This design comes from an exercise in tuning for small area on the open sky130 flow, not from production work. In this exercise RTL edits were held to simulation tests only and were not proved equivalent to the original.

==> 10-06 <==
// ir_timing_engine
module ir_timing_engine (
    input  wire        clk,
    input  wire        rst,
    input  wire        cmd_valid,
    input  wire [7:0]  cmd,
    input  wire [31:0] op_a,
    input  wire [31:0] op_b,
    output reg         rsp_valid,
    output wire [3:0]  rsp_status,
    output reg  [31:0] rsp_data,
    output wire        carrier_en,
    output wire        line_level,
    output wire        rx_listen
);
clock: 10.0 ns
lec_check: 0
abc_area: 1
cap_margin: 20
core_margin: 2
core_utilization: 40
cts_cluster_diameter: 80
cts_cluster_size: 24
slew_margin: 20
standard.sh (not shown) runs the stock make flow with config.mk's settings and CLKGATE_MAP_FILE= SYNTH_SCRIPT=/design/flow/synth_recipe.tcl, a recipe that flattens the netlist after the stock synthesis.
==> flow/flow/run.sh <==
#!/bin/bash
# Own layout flow: the standard layout (standard.sh, with its standard
# synthesis unchanged), except that the buffers buffer_ports puts on every
# input and output port are plain sky130_fd_sc_hd__buf_2 cells instead of the
# delay buffers ORFS picks by default. The full make output goes to
# orfs_flow.log in the work folder; ORFS keeps each step's log under orfs/logs.
set -euo pipefail
bash standard.sh finish "BUFFER_PORTS_ARGS=-buffer_cell sky130_fd_sc_hd__buf_2" > orfs_flow.log 2>&1
==> 05-16: changes against 10-06 <==
--- a/flow/design.v
+++ b/flow/design.v
@@ -210,21 +210,21 @@
             endcase
         end
     end
     wire has_start = |cfg_start;
     wire bits_ok   = (packet_bits != 6'd0) && (packet_bits <= 6'd32);
     wire cfg_ok    = bits_ok & ~ov13 & ~ov23 & ~ov12_q &
                      ~(has_start & (ov01_q | ov02 | ov03));
-    wire q_in = is_qry & (op_a[31:5] == 27'd0);
+    wire q_hi = (op_a[31:5] != 27'd0);
     wire [4:0] qs = op_a[4:0];
     wire [16:0] qsel;
     genvar gi;
     generate
         for (gi = 0; gi < 17; gi = gi + 1) begin : g_qsel
-            assign qsel[gi] = q_in & (qs == gi);
+            assign qsel[gi] = is_qry & (qs == gi);
         end
     endgenerate
     wire tx_bitphase = ~tx_in_gap & ~tx_first;
     wire sel_last  = (qsel[10] | is_tck) & tx_last_set;
     wire sel_rxst  = (qsel[13] | is_rxc) & rx_set;
     wire sel_rxla  = (qsel[15] | is_rxp) & rx_set;
     wire sel_gap   = qsel[4] | (is_tck & tx_in_gap);
@@ -240,22 +240,22 @@
                      ({32{sel_short}} & cfg_short) |
                      ({32{sel_to}}    & rx_timeout) |
                      ({32{sel_idle}}  & cfg_idle);
     wire [31:0] status_word = {5'd0, fault_code, 2'd0, rx_bits, 2'd0, tx_remaining,
                                1'b0, carrier, faulted, rx_state, config_valid,
                                tx_in_gap, tx_armed};
     wire rx_complete;
-    wire sel_pkt = (qsel[11] & rx_set) | (is_rxc & rx_complete);
+    wire sel_pkt = (qsel[11] & rx_set & ~q_hi) | (is_rxc & rx_complete);
+    wire q_ok = body & is_qry & ~q_hi;
     wire [31:0] q0 = ({32{qsel[0]}}  & status_word) |
                      ({32{qsel[1]}}  & cfg_start) |
                      ({32{qsel[6]}}  & cfg_tol) |
                      ({32{qsel[7]}}  & {22'd0, active_level, has_checksum, 2'b00, packet_bits}) |
                      ({32{qsel[8] & tx_buffer_set}} & tx_buffer) |
                      ({32{qsel[9]}}  & {26'd0, tx_remaining}) |
-                     ({32{sel_pkt}}  & rx_packet) |
                      ({32{qsel[12]}} & {26'd0, rx_bits}) |
                      ({32{qsel[16]}} & {29'd0, fault_code});
     wire [31:0] ex = is_rxp ? op_b : op_a;
     wire [31:0] elapsed;
     wire        unused_co;
     ir_add #(.W(32), .FAST(1)) u_sub (.a(ex), .b(~q1), .ci(1'b1), .s(elapsed), .co(unused_co));
     wire e_ge;
@@ -314,21 +314,21 @@
                 4'd6: dlo  = {2'b00, sym};
                 4'd8: st_n = rx_complete ? 3'd5 : (rx_expired ? 3'd6 : 3'd4);
                 4'd9: dlo  = {1'b0, rx_idle_clr, sym};
                 default: ;
             endcase
         end
     end
-    wire [31:0] rsp_n = ({32{is_qry}} & (q0 | q1 | q2)) |
-                        ({32{is_rxc}} & q0) |
+    wire [31:0] rsp_n = ({32{q_ok}} & (q0 | q1 | q2)) |
+                        ({32{sel_pkt & body}} & rx_packet) |
                         {28'd0, dlo};
     always @(posedge clk) begin
         rsp_valid <= go;
         rsp_st    <= st_n;
-        rsp_data  <= (body & (is_qry | is_rxc)) ? rsp_n : {28'd0, dlo};
+        rsp_data  <= rsp_n;
     end
     wire [31:0] a_m = op_a & {32{~rst}};
     always @(posedge clk) begin
         if (rst | (cfg_we & (hi == 4'd0))) cfg_start <= a_m;
         if (rst | (cfg_we & (hi == 4'd1))) cfg_short <= a_m;
         if (rst | (cfg_we & (hi == 4'd2))) cfg_long  <= a_m;
         if (rst | (cfg_we & (hi == 4'd3))) cfg_gap   <= a_m;
@@ -342,14 +342,19 @@
     end
     wire do_arm  = run & is_arm & ~tx_armed;
     wire do_tick = run & is_tck;
     wire do_rxs  = run & is_rxs;
     wire do_rxc  = run & is_rxc;
     wire do_rxp  = run & is_rxp;
     wire do_adv  = do_tick & (tk_gap | tk_mark);
+    wire pkt_clr = rst | do_rxs | (do_rxp & (s_start | rx_idle_clr));
+    wire pkt_en  = pkt_clr | (do_rxp & s_bit);
+    always @(posedge clk) begin
+        if (pkt_en) rx_packet <= {rx_packet[30:0], sym[0]} & mask & {32{~pkt_clr}};
+    end
     always @(posedge clk) begin
         if (do_arm) tx_buffer <= op_a;
         if (do_adv) tx_last_time <= op_a;
         if (do_rxs) begin
             rx_start_time <= op_b;
             rx_timeout    <= op_a;
         end
@@ -363,15 +368,14 @@
             tx_first      <= 1'b0;
             tx_lastbit    <= 1'b0;
             tx_remaining  <= 6'd0;
             tx_buffer_set <= 1'b0;
             tx_last_set   <= 1'b0;
             carrier       <= 1'b0;
             rx_state      <= RX_IDLE;
-            rx_packet     <= 32'd0;
             rx_bits       <= 6'd0;
             rx_set        <= 1'b0;
             faulted       <= 1'b0;
             fault_code    <= 3'd0;
         end else if (go) begin
             if (raise) begin
                 faulted    <= 1'b1;
@@ -406,31 +410,28 @@
                     carrier      <= 1'b1;
                     tx_remaining <= tx_bit_index;
                     tx_first     <= 1'b0;
                     tx_lastbit   <= tx_bit;
                 end
             end
             if (do_rxs) begin
-                rx_packet <= 32'd0;
                 rx_bits   <= 6'd0;
                 rx_state  <= RX_HEAD;
                 rx_set    <= 1'b1;
             end
             if (do_rxc) begin
                 if (rx_complete | rx_expired)
                     rx_state <= RX_IDLE;
                 else
                     rx_state <= RX_WAIT;
             end
             if (do_rxp) begin
                 rx_state <= RX_HEAD;
                 if (s_start | rx_idle_clr) begin
-                    rx_packet <= 32'd0;
                     rx_bits   <= 6'd0;
                 end else if (s_bit) begin
-                    rx_packet <= {rx_packet[30:0], sym[0]} & mask;
                     rx_bits   <= rx_bits_inc;
                 end
             end
         end
     end
 endmodule
Settings changed: CORE_UTILIZATION 40 to 75.
==> 08-25: changes against 10-06 <==
--- a/flow/design.v
+++ b/flow/design.v
@@ -49,50 +49,54 @@
             assign c[i+1] = (a[i] & ~b[i]) | (c[i] & (a[i] | ~b[i]));
         end
     endgenerate
     assign ge = c[W];
 endmodule
 module ir_config_check (
     input  wire        cv,
-    input  wire        sel_gap,    
-    input  wire        sel_short,  
-    input  wire [31:0] d,          
+    input  wire [31:0] d,
     input  wire [31:0] cfg_start,
     input  wire [31:0] cfg_short,
     input  wire [31:0] cfg_long,
     input  wire [31:0] cfg_gap,
     input  wire [31:0] cfg_tol,
-    output wire        ov03,
-    output wire        ov13,
-    output wire        ov23,
-    output wire        ov02,
+    input  wire [5:0]  packet_bits,
+    output wire        cfg_ok,
     output wire [1:0]  sym
 );
-    wire [31:0] r3 = sel_gap ? cfg_gap : sel_short ? cfg_short : d;
-    wire [31:0] kt = sel_short ? d : cfg_tol;
-    wire [32:0] k  = cv ? {1'b0, cfg_tol} : {kt, 1'b0};
+    wire [31:0] r3 = cv ? d : cfg_gap;
+    wire [32:0] k  = cv ? {1'b0, cfg_tol} : {cfg_tol, 1'b0};
     wire [33:0] h0, h1, h2, h3;
     ir_add #(33) u_h0 (.a({1'b0, cfg_start}), .b(k), .ci(1'b0), .s(h0[32:0]), .co(h0[33]));
     ir_add #(33) u_h1 (.a({1'b0, cfg_short}), .b(k), .ci(1'b0), .s(h1[32:0]), .co(h1[33]));
     ir_add #(33) u_h2 (.a({1'b0, cfg_long}),  .b(k), .ci(1'b0), .s(h2[32:0]), .co(h2[33]));
     ir_add #(33) u_h3 (.a({1'b0, r3}),        .b(k), .ci(1'b0), .s(h3[32:0]), .co(h3[33]));
-    wire le02, le03, le13, le20, le23, le30, le31, le32;
+    wire le01, le02, le03, le10, le12, le13, le20, le21, le23, le30, le31, le32;
+    ir_geq #(34) c01 (.a(h0), .b({2'b00, cfg_short}), .ci(1'b1), .ge(le01));
     ir_geq #(34) c02 (.a(h0), .b({2'b00, cfg_long}),  .ci(1'b1), .ge(le02));
     ir_geq #(34) c03 (.a(h0), .b({2'b00, r3}),        .ci(1'b1), .ge(le03));
+    ir_geq #(34) c10 (.a(h1), .b({2'b00, cfg_start}), .ci(1'b1), .ge(le10));
+    ir_geq #(34) c12 (.a(h1), .b({2'b00, cfg_long}),  .ci(1'b1), .ge(le12));
     ir_geq #(34) c13 (.a(h1), .b({2'b00, r3}),        .ci(1'b1), .ge(le13));
     ir_geq #(34) c20 (.a(h2), .b({2'b00, cfg_start}), .ci(1'b1), .ge(le20));
+    ir_geq #(34) c21 (.a(h2), .b({2'b00, cfg_short}), .ci(1'b1), .ge(le21));
     ir_geq #(34) c23 (.a(h2), .b({2'b00, r3}),        .ci(1'b1), .ge(le23));
     ir_geq #(34) c30 (.a(h3), .b({2'b00, cfg_start}), .ci(1'b1), .ge(le30));
     ir_geq #(34) c31 (.a(h3), .b({2'b00, cfg_short}), .ci(1'b1), .ge(le31));
     ir_geq #(34) c32 (.a(h3), .b({2'b00, cfg_long}),  .ci(1'b1), .ge(le32));
-    assign ov02 = le02 & le20;
-    assign ov03 = le03 & le30;
-    assign ov13 = le13 & le31;
-    assign ov23 = le23 & le32;
+    wire ov01 = le01 & le10;
+    wire ov02 = le02 & le20;
+    wire ov03 = le03 & le30;
+    wire ov12 = le12 & le21;
+    wire ov13 = le13 & le31;
+    wire ov23 = le23 & le32;
     wire has_start = |cfg_start;
+    wire bits_ok   = (packet_bits != 6'd0) && (packet_bits <= 6'd32);
+    assign cfg_ok = bits_ok & ~ov12 & ~ov13 & ~ov23 &
+                    ~(has_start & (ov01 | ov02 | ov03));
     assign sym = (has_start & ov03) ? 2'd1 :
                  ov13               ? 2'd2 :
                  ov23               ? 2'd3 : 2'd0;
 endmodule
 module ir_timing_engine (
     input  wire        clk,
     input  wire        rst,
@@ -165,59 +169,28 @@
     wire c5  = ok_pre & config_valid & ~c4 &
                ((is_rxs & ~rx_idle) | (is_rxc & ~rx_head) | (is_rxp & ~rx_wait));
     wire body = ok_pre & ~c3 & ~c4 & ~c5;
     wire raise = (~legal & ~faulted) | c3 | c4 | c5;
     wire [2:0] new_code = ~legal ? 3'd1 : c3 ? 3'd2 : c4 ? 3'd3 : 3'd4;
     wire go = cmd_valid & ~rst;
     wire run = go & body;
-    wire       cfg_we = run & is_wr & ~config_valid;
-    wire       w_tol  = ~config_valid & is_wr & (hi == 4'd5);
-    wire       ov03, ov13, ov23, ov02;
+    wire       cfg_ok;
     wire [1:0] sym;
     ir_config_check u_win (
         .cv          (config_valid),
-        .sel_gap     (~config_valid & is_cmt),
-        .sel_short   (w_tol),
         .d           (op_a),
         .cfg_start   (cfg_start),
         .cfg_short   (cfg_short),
         .cfg_long    (cfg_long),
         .cfg_gap     (cfg_gap),
         .cfg_tol     (cfg_tol),
-        .ov03        (ov03),
-        .ov13        (ov13),
-        .ov23        (ov23),
-        .ov02        (ov02),
+        .packet_bits (packet_bits),
+        .cfg_ok      (cfg_ok),
         .sym         (sym)
     );
-    reg ov01_q, ov12_q;
-    always @(posedge clk) begin
-        if (rst) begin
-            ov01_q <= 1'b1;
-            ov12_q <= 1'b1;
-        end else if (cfg_we) begin
-            case (hi)
-                4'd0: ov01_q <= ov13;                  
-                4'd1: begin                            
-                    ov01_q <= ov03;
-                    ov12_q <= ov23;
-                end
-                4'd2: ov12_q <= ov13;                  
-                4'd5: begin                            
-                    ov01_q <= ov03;
-                    ov12_q <= ov23;
-                end
-                default: ;
-            endcase
-        end
-    end
-    wire has_start = |cfg_start;
-    wire bits_ok   = (packet_bits != 6'd0) && (packet_bits <= 6'd32);
-    wire cfg_ok    = bits_ok & ~ov13 & ~ov23 & ~ov12_q &
-                     ~(has_start & (ov01_q | ov02 | ov03));
     wire q_in = is_qry & (op_a[31:5] == 27'd0);
     wire [4:0] qs = op_a[4:0];
     wire [16:0] qsel;
     genvar gi;
     generate
         for (gi = 0; gi < 17; gi = gi + 1) begin : g_qsel
             assign qsel[gi] = q_in & (qs == gi);
@@ -323,14 +296,15 @@
                         {28'd0, dlo};
     always @(posedge clk) begin
         rsp_valid <= go;
         rsp_st    <= st_n;
         rsp_data  <= (body & (is_qry | is_rxc)) ? rsp_n : {28'd0, dlo};
     end
     wire [31:0] a_m = op_a & {32{~rst}};
+    wire cfg_we = run & is_wr & ~config_valid;
     always @(posedge clk) begin
         if (rst | (cfg_we & (hi == 4'd0))) cfg_start <= a_m;
         if (rst | (cfg_we & (hi == 4'd1))) cfg_short <= a_m;
         if (rst | (cfg_we & (hi == 4'd2))) cfg_long  <= a_m;
         if (rst | (cfg_we & (hi == 4'd3))) cfg_gap   <= a_m;
         if (rst | (cfg_we & (hi == 4'd4))) cfg_idle  <= a_m;
         if (rst | (cfg_we & (hi == 4'd5))) cfg_tol   <= a_m;
==> flow/run.sh (new file) <==
#!/bin/bash
# synth_recipe.tcl (not shown) runs the flow's synth.tcl, then flattens the netlist and writes it again
# the make line also repeats each setting of config.mk as NAME=value (left out here)
make -C /OpenROAD-flow-scripts/flow DESIGN_CONFIG=/design/flow/config.mk WORK_HOME=/design/flow/orfs CLKGATE_MAP_FILE= SYNTH_SCRIPT=/design/flow/synth_recipe.tcl finish
Settings changed: CTS_CLUSTER_DIAMETER 80 to not set, CTS_CLUSTER_SIZE 24 to not set.
removed: flow/flow/run.sh
removed: flow/standard.sh
==> qor.csv <==
stage,metric,value,unit
synthesis,ys_ff_latch,457,
critical_path,r2r_cells,46,
outcome,status,finished clean,
synthesis,synth-simple-area-share,20.9,%
global_route,antenna_found_initial,3,
synthesis,synth-xor-area-share,1.90,%
power_and_ir_drop,powerComb,1.61,mW
timing,period_minus_slack,9.60,ns
finish,fillers,2475,
synthesis,synth_fa_ha_area_share,12.0,%
power_and_ir_drop,pwr_density_cell,154,mW/mm^2
finish,multi_input_area,0.0158,mm^2
global_route,grt_start_max_net_pins,70,
route,wl_met3,18800,um
power_and_ir_drop,pg_seq,2.26,mW
finish,bufAreaShareNonClock,3.15,%
synthesis,ys_types,70,
finish,final_cells,4375,
-- figures above: 05-16

==> qor.csv <==
stage,metric,value,unit
synthesis,synth_fa_ha_area_share,11.2,%
synthesis,ys_ff_latch,455,
finish,multi_input_area,0.0174,mm^2
outcome,status,finished clean,
synthesis,synth-simple-area-share,22.4,%
finish,fillers,8150,
finish,bufAreaShareNonClock,5.37,%
timing,slew_violations,0,
power_and_ir_drop,pg_seq,2.22,mW
route,wl_met3,11300,um
synthesis,ys_types,72,
global_route,grt_start_max_net_pins,57,
finish,final_cells,5543,
power_and_ir_drop,powerComb,2.04,mW
synthesis,synth-xor-area-share,0.603,%
timing,period_minus_slack,9.25,ns
-- figures above: 08-25

==> qor.csv <==
stage,metric,value,unit
synthesis,synth_fa_ha_area_share,11.7,%
power_and_ir_drop,pg_seq,2.22,mW
finish,bufAreaShareNonClock,4.00,%
synthesis,ys_ff_latch,457,
synthesis,synth-xor-area-share,1.82,%
synthesis,ys_types,67,
power_and_ir_drop,pwr_density_cell,150,mW/mm^2
global_route,grt_start_max_net_pins,49,
route,wl_met3,13600,um
outcome,status,finished clean,
finish,fillers,7920,
-- figures above: 10-06

## separate check: timing with driven ports
The results above use ideal ports. As a check the final layouts listed here were re-extracted and re-timed, cells and wires unchanged. Step 1 sets driving cells, clkbuf_16 on the clock port and buf_2 on the other inputs (assumed; they add their load-dependent delay and slew). Step 2 times the ports against the registers' clock, not the clock port: input delays grow and output delays shrink by t, the midpoint of the rising clock arrivals with the driver on. a / b / c = no drivers / after step 1 / after step 2; a / b = the first two.
run | t, ns | setup slack, ns | worst setup path after step 2 | latest minus earliest clock arrival (ns)
10-06 | 0.701 | 0.565 / 0.608 / -0.093 | input to register | 0.030 / 0.030
05-16 | 0.679 | 0.404 / 0.445 / -0.234 | input to register | 0.043 / 0.044
08-25 | 0.661 | 0.754 / 0.783 / 0.122 | input to register | 0.041 / 0.042
With both steps, setup timing fails in 10-06 and 05-16, where it was met with ideal ports. For 10-06, which loses most, drivers alone change the setup slack by +0.043 ns; drivers and shift together by -0.658 ns.
